This is an optimization exercise on Yosys and OpenROAD, whose aim is small area, a short achievable clock period and few clock cycles per item, not a production implementation. Only simulation tests tie the RTL to the original design; equivalence was not proved.

// yrc_canny_px
module yrc_canny_px #(
    parameter LB = 4,             
    parameter BL = 2              
) (
    input  wire         clk,
    input  wire         rst,          
    input  wire         in_valid,
    output wire         in_ready,
    input  wire [199:0] in_win,       
    input  wire [3:0]   in_border,    
    output wire         out_valid,
    input  wire         out_ready,
    output wire [10:0]  out_mag,
    output wire [1:0]   out_sector,   
    output wire [1:0]   out_class     
);
For scale: about 2700 cells after synthesis, roughly 530 flip-flops.
clock: 17.0 ns
lec_check: 0
abc_area: 1
cap_margin: 20
core_margin: 2
core_utilization: 55
cts_cluster_diameter: 100
cts_cluster_size: 20
slew_margin: 20
synth_hierarchical: 1
standard.sh (not shown) runs the stock make flow with config.mk's settings and CLKGATE_MAP_FILE= SYNTH_SCRIPT=/design/flow/synth_recipe.tcl, a recipe that flattens the netlist after the stock synthesis.
==> flow/flow/run.sh <==
#!/bin/bash
export SETUP_SLACK_MARGIN=12.5
export BUFFER_PORTS_ARGS="-buffer_cell sky130_fd_sc_hd__buf_1"
export CTS_ARGS="-sink_clustering_enable -repair_clock_nets -sink_clustering_size 20 -sink_clustering_max_diameter 100 -dont_use_dummy_load"
bash standard.sh > standard.log 2>&1
The baseline finished clean.
Testbench counts at the start, summed over its fixed seeds: cycles 12,016, items 12,000.
Change:
==> flow/flow/run.sh (replaced) <==
#!/bin/bash
export SETUP_SLACK_MARGIN=12.3
export BUFFER_PORTS_ARGS="-buffer_cell sky130_fd_sc_hd__buf_1"
export CTS_ARGS="-sink_clustering_enable -repair_clock_nets -sink_clustering_size 20 -sink_clustering_max_diameter 100 -dont_use_dummy_load"
bash standard.sh > standard.log 2>&1
What happened: The new run completed with no timing, DRC or antenna violations; core utilization decreases by 1.6 points; clock skew increases by 0.034 ns; design area decreases by 2.6%; wire length decreases by about 0.8%; die area stays the same; synthesized area stays the same; worst hold slack stays flat.
Change:
==> flow/flow/run.sh (replaced) <==
#!/bin/bash
export SETUP_SLACK_MARGIN=12.4
export BUFFER_PORTS_ARGS="-buffer_cell sky130_fd_sc_hd__buf_1"
export CTS_ARGS="-sink_clustering_enable -repair_clock_nets -sink_clustering_size 20 -sink_clustering_max_diameter 100 -dont_use_dummy_load"
bash standard.sh > standard.log 2>&1
Outcome:
- wire length goes down by about 1.8%
- synthesized cell count is unchanged
- worst setup slack improves by 0.081 ns
- clock skew goes down by 0.027 ns
- via count goes down by 0.58%

---

yrc_canny_px, a different RTL version from the one above (not shown whole).
For scale: ~3200 cells after synthesis, ~550 flip-flops, about 230 I/O pins.
export LEC_CHECK = 0
export ABC_AREA = 1
export CAP_MARGIN = 20
export CORE_MARGIN = 2
export CORE_UTILIZATION = 35
export CTS_CLUSTER_DIAMETER = 100
export CTS_CLUSTER_SIZE = 20
export SLEW_MARGIN = 20
export SYNTH_HIERARCHICAL = 1
create_clock -name core_clock -period 17.0 [get_ports {clk}]
==> flow/flow/run.sh <==
#!/bin/bash
export SETUP_SLACK_MARGIN=11.5
export BUFFER_PORTS_ARGS="-buffer_cell sky130_fd_sc_hd__buf_1"
bash standard.sh > standard.log 2>&1
The baseline passed the timing, design-rule and antenna checks.
Testbench counts at the start, summed over its fixed seeds: cycles 12,016, items 12,000.
Next try:
CORE_UTILIZATION = 60   (was 35)
Via count climbs by 3.4%.
Flip-flop and latch count is unchanged.
Critical path depth went up by 1.
Sequential share of layout area climbs by 0.39 points.
Next try:
==> flow/flow/run.sh (replaced) <==
#!/bin/bash
export SETUP_SLACK_MARGIN=11.2
export BUFFER_PORTS_ARGS="-buffer_cell sky130_fd_sc_hd__buf_1"
bash standard.sh > standard.log 2>&1
CORE_UTILIZATION = 40   (was 60)
The new run completed without violations.
Worst setup slack degrades by 50 ps.
Synthesized cell count stays the same.
Next try:
==> flow/run.sh (new file) <==
#!/bin/bash
# synth_recipe.tcl (not shown) runs the flow's synth.tcl, then flattens the netlist and writes it again
# the make line also repeats each setting of config.mk as NAME=value (left out here)
make -C /OpenROAD-flow-scripts/flow DESIGN_CONFIG=/design/flow/config.mk WORK_HOME=/design/flow/orfs CLKGATE_MAP_FILE= SYNTH_SCRIPT=/design/flow/synth_recipe.tcl finish
CORE_UTILIZATION = 55   (was 40)
CTS_BUF_LIST = sky130_fd_sc_hd__clkbuf_8   (was unset)
CTS_CLUSTER_DIAMETER = unset   (was 100)
CTS_CLUSTER_SIZE = 30   (was 20)
removed: flow/flow/run.sh
removed: flow/standard.sh
Outcome: The new run finished clean; area after synthesis is unchanged; core utilization climbs by 20 points; final area climbs by a few percent; global-route usage climbs by 11 points; wire length climbs by a little under a tenth; synthesized cell count stays the same; hold slack gets worse by 5.6 ps; final cell count drops by a few percent; first-iteration DRC count climbs by a quarter to a third; count of clock-buffer cells in the layout climbs by 79.
Next try:
==> flow/flow/run.sh (new file) <==
#!/bin/bash
export SETUP_SLACK_MARGIN=11.5
export BUFFER_PORTS_ARGS="-buffer_cell sky130_fd_sc_hd__buf_1"
bash standard.sh > standard.log 2>&1
==> flow/standard.sh (new file) <==
#!/bin/bash
# synth_recipe.tcl (not shown) runs the flow's synth.tcl, then flattens the netlist and writes it again
# the make line also repeats each setting of config.mk as NAME=value (left out here)
make -C /OpenROAD-flow-scripts/flow DESIGN_CONFIG=/design/flow/config.mk WORK_HOME=/design/flow/orfs CLKGATE_MAP_FILE= SYNTH_SCRIPT=/design/flow/synth_recipe.tcl "${@:-finish}"
CORE_UTILIZATION = 45   (was 55)
CTS_BUF_LIST = unset   (was sky130_fd_sc_hd__clkbuf_8)
CTS_CLUSTER_DIAMETER = 100   (was unset)
CTS_CLUSTER_SIZE = 25   (was 30)
removed: flow/run.sh
What happened: The new run ran to the end with no violations. Worst setup slack gets better by 1000 ps. Utilization fell by 13 points. Design area fell by 2.6%. Area after synthesis does not change. Non-clock buffer count rose by 57. Via count fell by 4.3%. Routed wire length fell by 6.1%. Hold slack gets better by 4.3 ps.

---

The RTL this note starts from:
==> flow/design.v <==
module yrc_fa (
    input  wire a,
    input  wire b,
    input  wire c,
    output wire s,
    output wire co
);
    assign s  = a ^ b ^ c;
    assign co = (a & b) | (a & c) | (b & c);
endmodule
module yrc_ha (
    input  wire a,
    input  wire b,
    output wire s,
    output wire co
);
    assign s  = a ^ b;
    assign co = a & b;
endmodule
module yrc_rca #(parameter N = 8, parameter CI = 0) (
    input  wire [N-1:0] a,
    input  wire [N-1:0] b,
    output wire [N-1:0] s,
    output wire         co
);
    wire [N:0] c;
    generate
        if (CI) begin : c1
            assign s[0] = ~(a[0] ^ b[0]);
            assign c[1] = a[0] | b[0];
        end else begin : c0
            yrc_ha u_ha (.a(a[0]), .b(b[0]), .s(s[0]), .co(c[1]));
        end
    endgenerate
    genvar k;
    generate
        for (k = 1; k < N; k = k + 1) begin : fa
            yrc_fa u_fa (.a(a[k]), .b(b[k]), .c(c[k]), .s(s[k]), .co(c[k+1]));
        end
    endgenerate
    assign co = c[N];
endmodule
module yrc_canny_px #(
    parameter IN_REG = 1
) (
    input  wire         clk,
    input  wire         rst,          
    input  wire         in_valid,
    output wire         in_ready,
    input  wire [199:0] in_win,       
    input  wire [3:0]   in_border,    
    output wire         out_valid,
    input  wire         out_ready,
    output wire [10:0]  out_mag,
    output wire [1:0]   out_sector,   
    output wire [1:0]   out_class     
);
    localparam integer NST   = IN_REG ? 3 : 2;    
    localparam integer DEPTH = NST + 2;           
    reg  rdy;
    wire acc = in_valid & rdy;
    assign in_ready = rdy;
    reg  [199:0] win_q;
    reg  [3:0]   bd0_q;
    reg          v0_q;
    wire [199:0] win;
    wire [3:0]   bd0;
    wire         v0;
    generate
        if (IN_REG) begin : g_in
            always @(posedge clk) begin
                win_q <= in_win;
                bd0_q <= in_border;
                v0_q  <= acc & ~rst;
            end
            assign win = win_q;
            assign bd0 = bd0_q;
            assign v0  = v0_q & ~rst;
        end else begin : g_noin
            assign win = in_win;
            assign bd0 = in_border;
            assign v0  = acc;
        end
    endgenerate
    wire [8:0] hp [0:19];
    wire [9:0] bx [0:15];
    genvar p, q;
    generate
        for (q = 0; q < 5; q = q + 1) begin : hrow
            for (p = 0; p < 4; p = p + 1) begin : hcol
                yrc_rca #(8) u_a (.a(win[8*(5*q+p) +: 8]), .b(win[8*(5*q+p+1) +: 8]),
                                  .s(hp[4*q+p][7:0]), .co(hp[4*q+p][8]));
            end
        end
        for (q = 0; q < 4; q = q + 1) begin : brow
            for (p = 0; p < 4; p = p + 1) begin : bcol
                yrc_rca #(9) u_a (.a(hp[4*q+p]), .b(hp[4*(q+1)+p]),
                                  .s(bx[4*q+p][8:0]), .co(bx[4*q+p][9]));
            end
        end
    endgenerate
    wire [10:0] u [0:8];
    wire [10:0] v [0:8];
    genvar a, b;
    generate
        for (b = 1; b < 4; b = b + 1) begin : prow
            for (a = 1; a < 4; a = a + 1) begin : pcol
                wire [9:0] up = (a == 2) ? bx[4*b+a]       : bx[4*(b-1)+a-1];
                wire [9:0] un = (a == 2) ? bx[4*(b-1)+a-1] : bx[4*b+a];
                wire [9:0] vp = (a == 2) ? bx[4*(b-1)+a]   : bx[4*b+a-1];
                wire [9:0] vn = (a == 2) ? bx[4*b+a-1]     : bx[4*(b-1)+a];
                wire cu, cv;
                yrc_rca #(10, 1) u_u (.a(up), .b(~un), .s(u[3*(b-1)+(a-1)][9:0]), .co(cu));
                yrc_rca #(10, 1) u_v (.a(vp), .b(~vn), .s(v[3*(b-1)+(a-1)][9:0]), .co(cv));
                assign u[3*(b-1)+(a-1)][10] = ~cu;
                assign v[3*(b-1)+(a-1)][10] = ~cv;
            end
        end
    endgenerate
    wire [9:0] nu, nv;
    yrc_rca #(10, 1) u_nu (.a(bx[5]), .b(~bx[10]), .s(nu), .co());
    yrc_rca #(10, 1) u_nv (.a(bx[9]), .b(~bx[6]),  .s(nv), .co());
    reg [10:0] u1 [0:8];
    reg [10:0] v1 [0:8];
    reg [9:0]  nu1, nv1;
    reg [3:0]  bd1;
    reg        v1_q;
    integer k;
    always @(posedge clk) begin
        for (k = 0; k < 9; k = k + 1) begin
            u1[k] <= u[k];
            v1[k] <= v[k];
        end
        nu1  <= nu;
        nv1  <= nv;
        bd1  <= bd0;
        v1_q <= v0 & ~rst;
    end
    wire [10:0] uc = u1[4];
    wire [10:0] vc = v1[4];
    wire su = uc[10], sv = vc[10];
    wire [9:0] au = su ? nu1 : uc[9:0];             
    wire [9:0] av = sv ? nv1 : vc[9:0];
    wire a_ge_b = (au >= av);
    wire [9:0] h  = a_ge_b ? au : av;
    wire [9:0] mn = a_ge_b ? av : au;
    wire [11:0] ho  = {2'b10, h};                   
    wire hnz = |h;
    wire [9:0]  aum = au - 10'd1;
    wire [9:0]  avm = av - 10'd1;
    wire [11:0] hmo = {hnz, ~hnz, a_ge_b ? aum : avm};  
    wire [8:0] gt, ge;
    genvar n, m;
    generate
        for (n = 0; n < 9; n = n + 1) begin : nb
            if (n != 4) begin : t
                wire [11:0] uo = {~u1[n][10], u1[n]};   
                wire [11:0] vo = {~v1[n][10], v1[n]};
                wire ci = (n == 5 || n == 7);           
                wire [12:0] k1, k2, k3, k4;
                assign k1[0] = ci;
                assign k2[0] = ci;
                assign k3[0] = ci;
                assign k4[0] = ci;
                for (m = 0; m < 12; m = m + 1) begin : cb
                    assign k1[m+1] = (ho[m] & ~uo[m]) | (ho[m] & k1[m]) | (~uo[m] & k1[m]);
                    assign k2[m+1] = (hmo[m] & uo[m]) | (hmo[m] & k2[m]) | (uo[m] & k2[m]);
                    assign k3[m+1] = (ho[m] & ~vo[m]) | (ho[m] & k3[m]) | (~vo[m] & k3[m]);
                    assign k4[m+1] = (hmo[m] & vo[m]) | (hmo[m] & k4[m]) | (vo[m] & k4[m]);
                end
                assign gt[n] = k1[12] & k2[12] & k3[12] & k4[12];
            end else begin : c
                assign gt[n] = 1'b0;
            end
        end
    endgenerate
    wire lf = bd1[0], rt = bd1[1], tp = bd1[2], bt = bd1[3];
    wire [7:0] nt;
    assign nt[0] = lf          ? hnz  : gt[3];    
    assign nt[1] = rt          ? 1'b1 : gt[5];    
    assign nt[2] = tp          ? hnz  : gt[1];    
    assign nt[3] = bt          ? 1'b1 : gt[7];    
    assign nt[4] = (lf | tp)   ? hnz  : gt[0];    
    assign nt[5] = (rt | bt)   ? hnz  : gt[8];    
    assign nt[6] = (rt | tp)   ? hnz  : gt[2];    
    assign nt[7] = (lf | bt)   ? hnz  : gt[6];    
    reg [9:0] h2, mn2;
    reg [7:0] nt2;
    reg       ab2, su2, sv2, v2_q;
    always @(posedge clk) begin
        h2   <= h;
        mn2  <= mn;
        nt2  <= nt;
        ab2  <= a_ge_b;
        su2  <= su;
        sv2  <= sv;
        v2_q <= v1_q & ~rst;
    end
    wire [25:0] t0 = {16'd0, h2};
    wire [25:0] t1 = {14'd0, h2, 2'd0};
    wire [25:0] t2 = {8'd0, h2, 8'd0};
    wire [25:0] t3 = {6'd0, h2, 10'd0};
    wire [25:0] t4 = {4'd0, h2, 12'd0};
    wire [25:0] t5 = {3'd0, h2, 13'd0};
    wire [25:0] t6 = ~{1'b0, mn2, 15'd0};
    function [51:0] csa;                            
        input [25:0] x, y, z;
        csa = {((x & y) | (x & z) | (y & z)) << 1, x ^ y ^ z};
    endfunction
    wire [25:0] s1, c1, s2, c2, s3, c3, s4, c4, s5, c5;
    assign {c1, s1} = csa(t0, t1, t2);
    assign {c2, s2} = csa(t3, t4, t5);
    assign {c3, s3} = csa(s1, c1, s2);
    assign {c4, s4} = csa(c2, t6, s3);
    assign {c5, s5} = csa(s4, c4, c3);
    wire [25:0] dif = s5 + c5 + 26'd1;
    wire diag = ~dif[25];
    wire [1:0] sector = diag ? (ab2 ? 2'd2 : 2'd3) : ((su2 == sv2) ? 2'd0 : 2'd1);
    reg is_max;
    always @(*) begin
        case (sector)
            2'd0:    is_max = nt2[0] & nt2[1];
            2'd1:    is_max = nt2[2] & nt2[3];
            2'd2:    is_max = nt2[4] & nt2[5];
            default: is_max = nt2[6] & nt2[7];
        endcase
    end
    wire [1:0] cls = (h2 > 10'd25 && is_max) ? ((h2 > 10'd75) ? 2'd2 : 2'd1) : 2'd0;
    reg  [13:0] fifo [0:DEPTH-1];
    reg  [2:0]  wp, rp, cnt, outst;
    wire        wr   = v2_q;
    wire        xfer = (cnt != 3'd0) & out_ready;
    always @(posedge clk) begin
        if (wr) fifo[wp] <= {cls, sector, h2};
    end
    wire [2:0] outst_n = outst + {2'd0, acc} - {2'd0, xfer};
    always @(posedge clk) begin
        if (rst) begin
            wp <= 3'd0; rp <= 3'd0; cnt <= 3'd0; outst <= 3'd0; rdy <= 1'b1;
        end else begin
            if (wr)   wp <= (wp == DEPTH-1) ? 3'd0 : wp + 3'd1;
            if (xfer) rp <= (rp == DEPTH-1) ? 3'd0 : rp + 3'd1;
            cnt   <= cnt + {2'd0, wr} - {2'd0, xfer};
            outst <= outst_n;
            rdy   <= xfer ? 1'b1 : acc ? (outst < DEPTH - 1) : (outst < DEPTH);
        end
    end
    wire [13:0] head = fifo[rp];
    assign out_valid  = (cnt != 3'd0);
    assign out_mag    = {head[9:0], 1'b0};
    assign out_sector = head[11:10];
    assign out_class  = head[13:12];
endmodule
Settings: LEC_CHECK=0, ABC_AREA=1, CAP_MARGIN=20, CORE_MARGIN=2, CORE_UTILIZATION=40, CTS_CLUSTER_DIAMETER=100, CTS_CLUSTER_SIZE=20, SLEW_MARGIN=20, SYNTH_HIERARCHICAL=1; clock period 17.0 ns.
run.sh (not shown) runs the stock make flow with config.mk's settings and CLKGATE_MAP_FILE= SYNTH_SCRIPT=/design/flow/synth_recipe.tcl, a recipe that flattens the netlist after the stock synthesis.
Stock flow here: none of the scripts above is used.
The starting point completed without violations.
Testbench counts at the start, summed over its fixed seeds: cycles 12,016, items 12,000.
Then changed:
- CTS_CLUSTER_DIAMETER: 100 -> unset
- CTS_CLUSTER_SIZE: 20 -> unset
The new run ran to the end with no violations.
Wire length went up by 1.1%.
Critical path depth does not change.
Die area stays the same.
Design area increases by 3.4%.
Via count rose by 0.94%.
Count of clock-buffer cells in the layout rises by 38.
Synthesized area is unchanged.
Worst setup slack is worse by 0.096 ns.
Then changed:
==> flow/flow/run.sh (new file) <==
#!/bin/bash
export SETUP_SLACK_MARGIN=11.8
export BUFFER_PORTS_ARGS="-buffer_cell sky130_fd_sc_hd__buf_1"
bash standard.sh > standard.log 2>&1
==> flow/standard.sh (new file) <==
#!/bin/bash
# synth_recipe.tcl (not shown) runs the flow's synth.tcl, then flattens the netlist and writes it again
# the make line also repeats each setting of config.mk as NAME=value (left out here)
make -C /OpenROAD-flow-scripts/flow DESIGN_CONFIG=/design/flow/config.mk WORK_HOME=/design/flow/orfs CLKGATE_MAP_FILE= SYNTH_SCRIPT=/design/flow/synth_recipe.tcl "${@:-finish}"
- CTS_CLUSTER_DIAMETER: unset -> 100
- CTS_CLUSTER_SIZE: unset -> 20
removed: flow/run.sh
Result: Design area is lower by 0.69%; routed wire length is higher by 2.7%; synthesized cell count is unchanged; worst hold slack gets better by 0.0080 ns; utilization went down by 0.32 points; critical path depth goes up by 9; sequential share of layout area climbs by 0.33 points; clock skew goes down by 0.023 ns.

==> what the ideal ports hide <==
In the flow no input, the clock included, has a driving cell. The finished layouts below were timed again as built, in two steps. Step 1: set_driving_cell puts a clkbuf_16 on clk and a buf_2 on each other input, an assumption about the parent block. Step 2 also shifts input and output timing later by t, the mid clock arrival at the registers, as if the neighbouring blocks saw the same clock. a / b / c = ideal / step 1 / step 2; a / b = the first two.
run	t (ns)	setup WS [ns]	worst hold slack (ns)
the first run of note 1	0.663	12.485 / 12.422 / 11.850	0.332 / 0.332 / 0.332
the second run of note 1	0.657	12.343 / 12.343 / 11.764	0.333 / 0.333 / 0.333
the third run of note 1	0.657	12.424 / 12.400 / 11.855	0.332 / 0.332 / 0.332
the first run of note 2	0.639	11.447 / 11.447 / 11.447	0.329 / 0.329 / 0.329
the second run of note 2	0.688	11.326 / 11.326 / 11.326	0.334 / 0.334 / 0.334
the third run of note 2	0.637	11.276 / 11.276 / 11.276	0.335 / 0.335 / 0.335
the fourth run of note 2	0.764	10.523 / 10.461 / 10.840	0.329 / 0.329 / 0.329
the fifth run of note 2	0.692	11.529 / 11.516 / 11.529	0.334 / 0.334 / 0.334
the first run of note 3	0.639	10.685 / 10.625 / 11.078	0.335 / 0.335 / 0.335
the second run of note 3	0.708	10.589 / 10.529 / 11.051	0.324 / 0.324 / 0.324
the third run of note 3	0.649	11.544 / 11.544 / 11.544	0.332 / 0.332 / 0.332
After both steps every run listed still meets setup and hold. The setup slack of the first run of note 1, which loses most, moves by -0.063 ns with the drivers and by -0.635 ns with both steps.
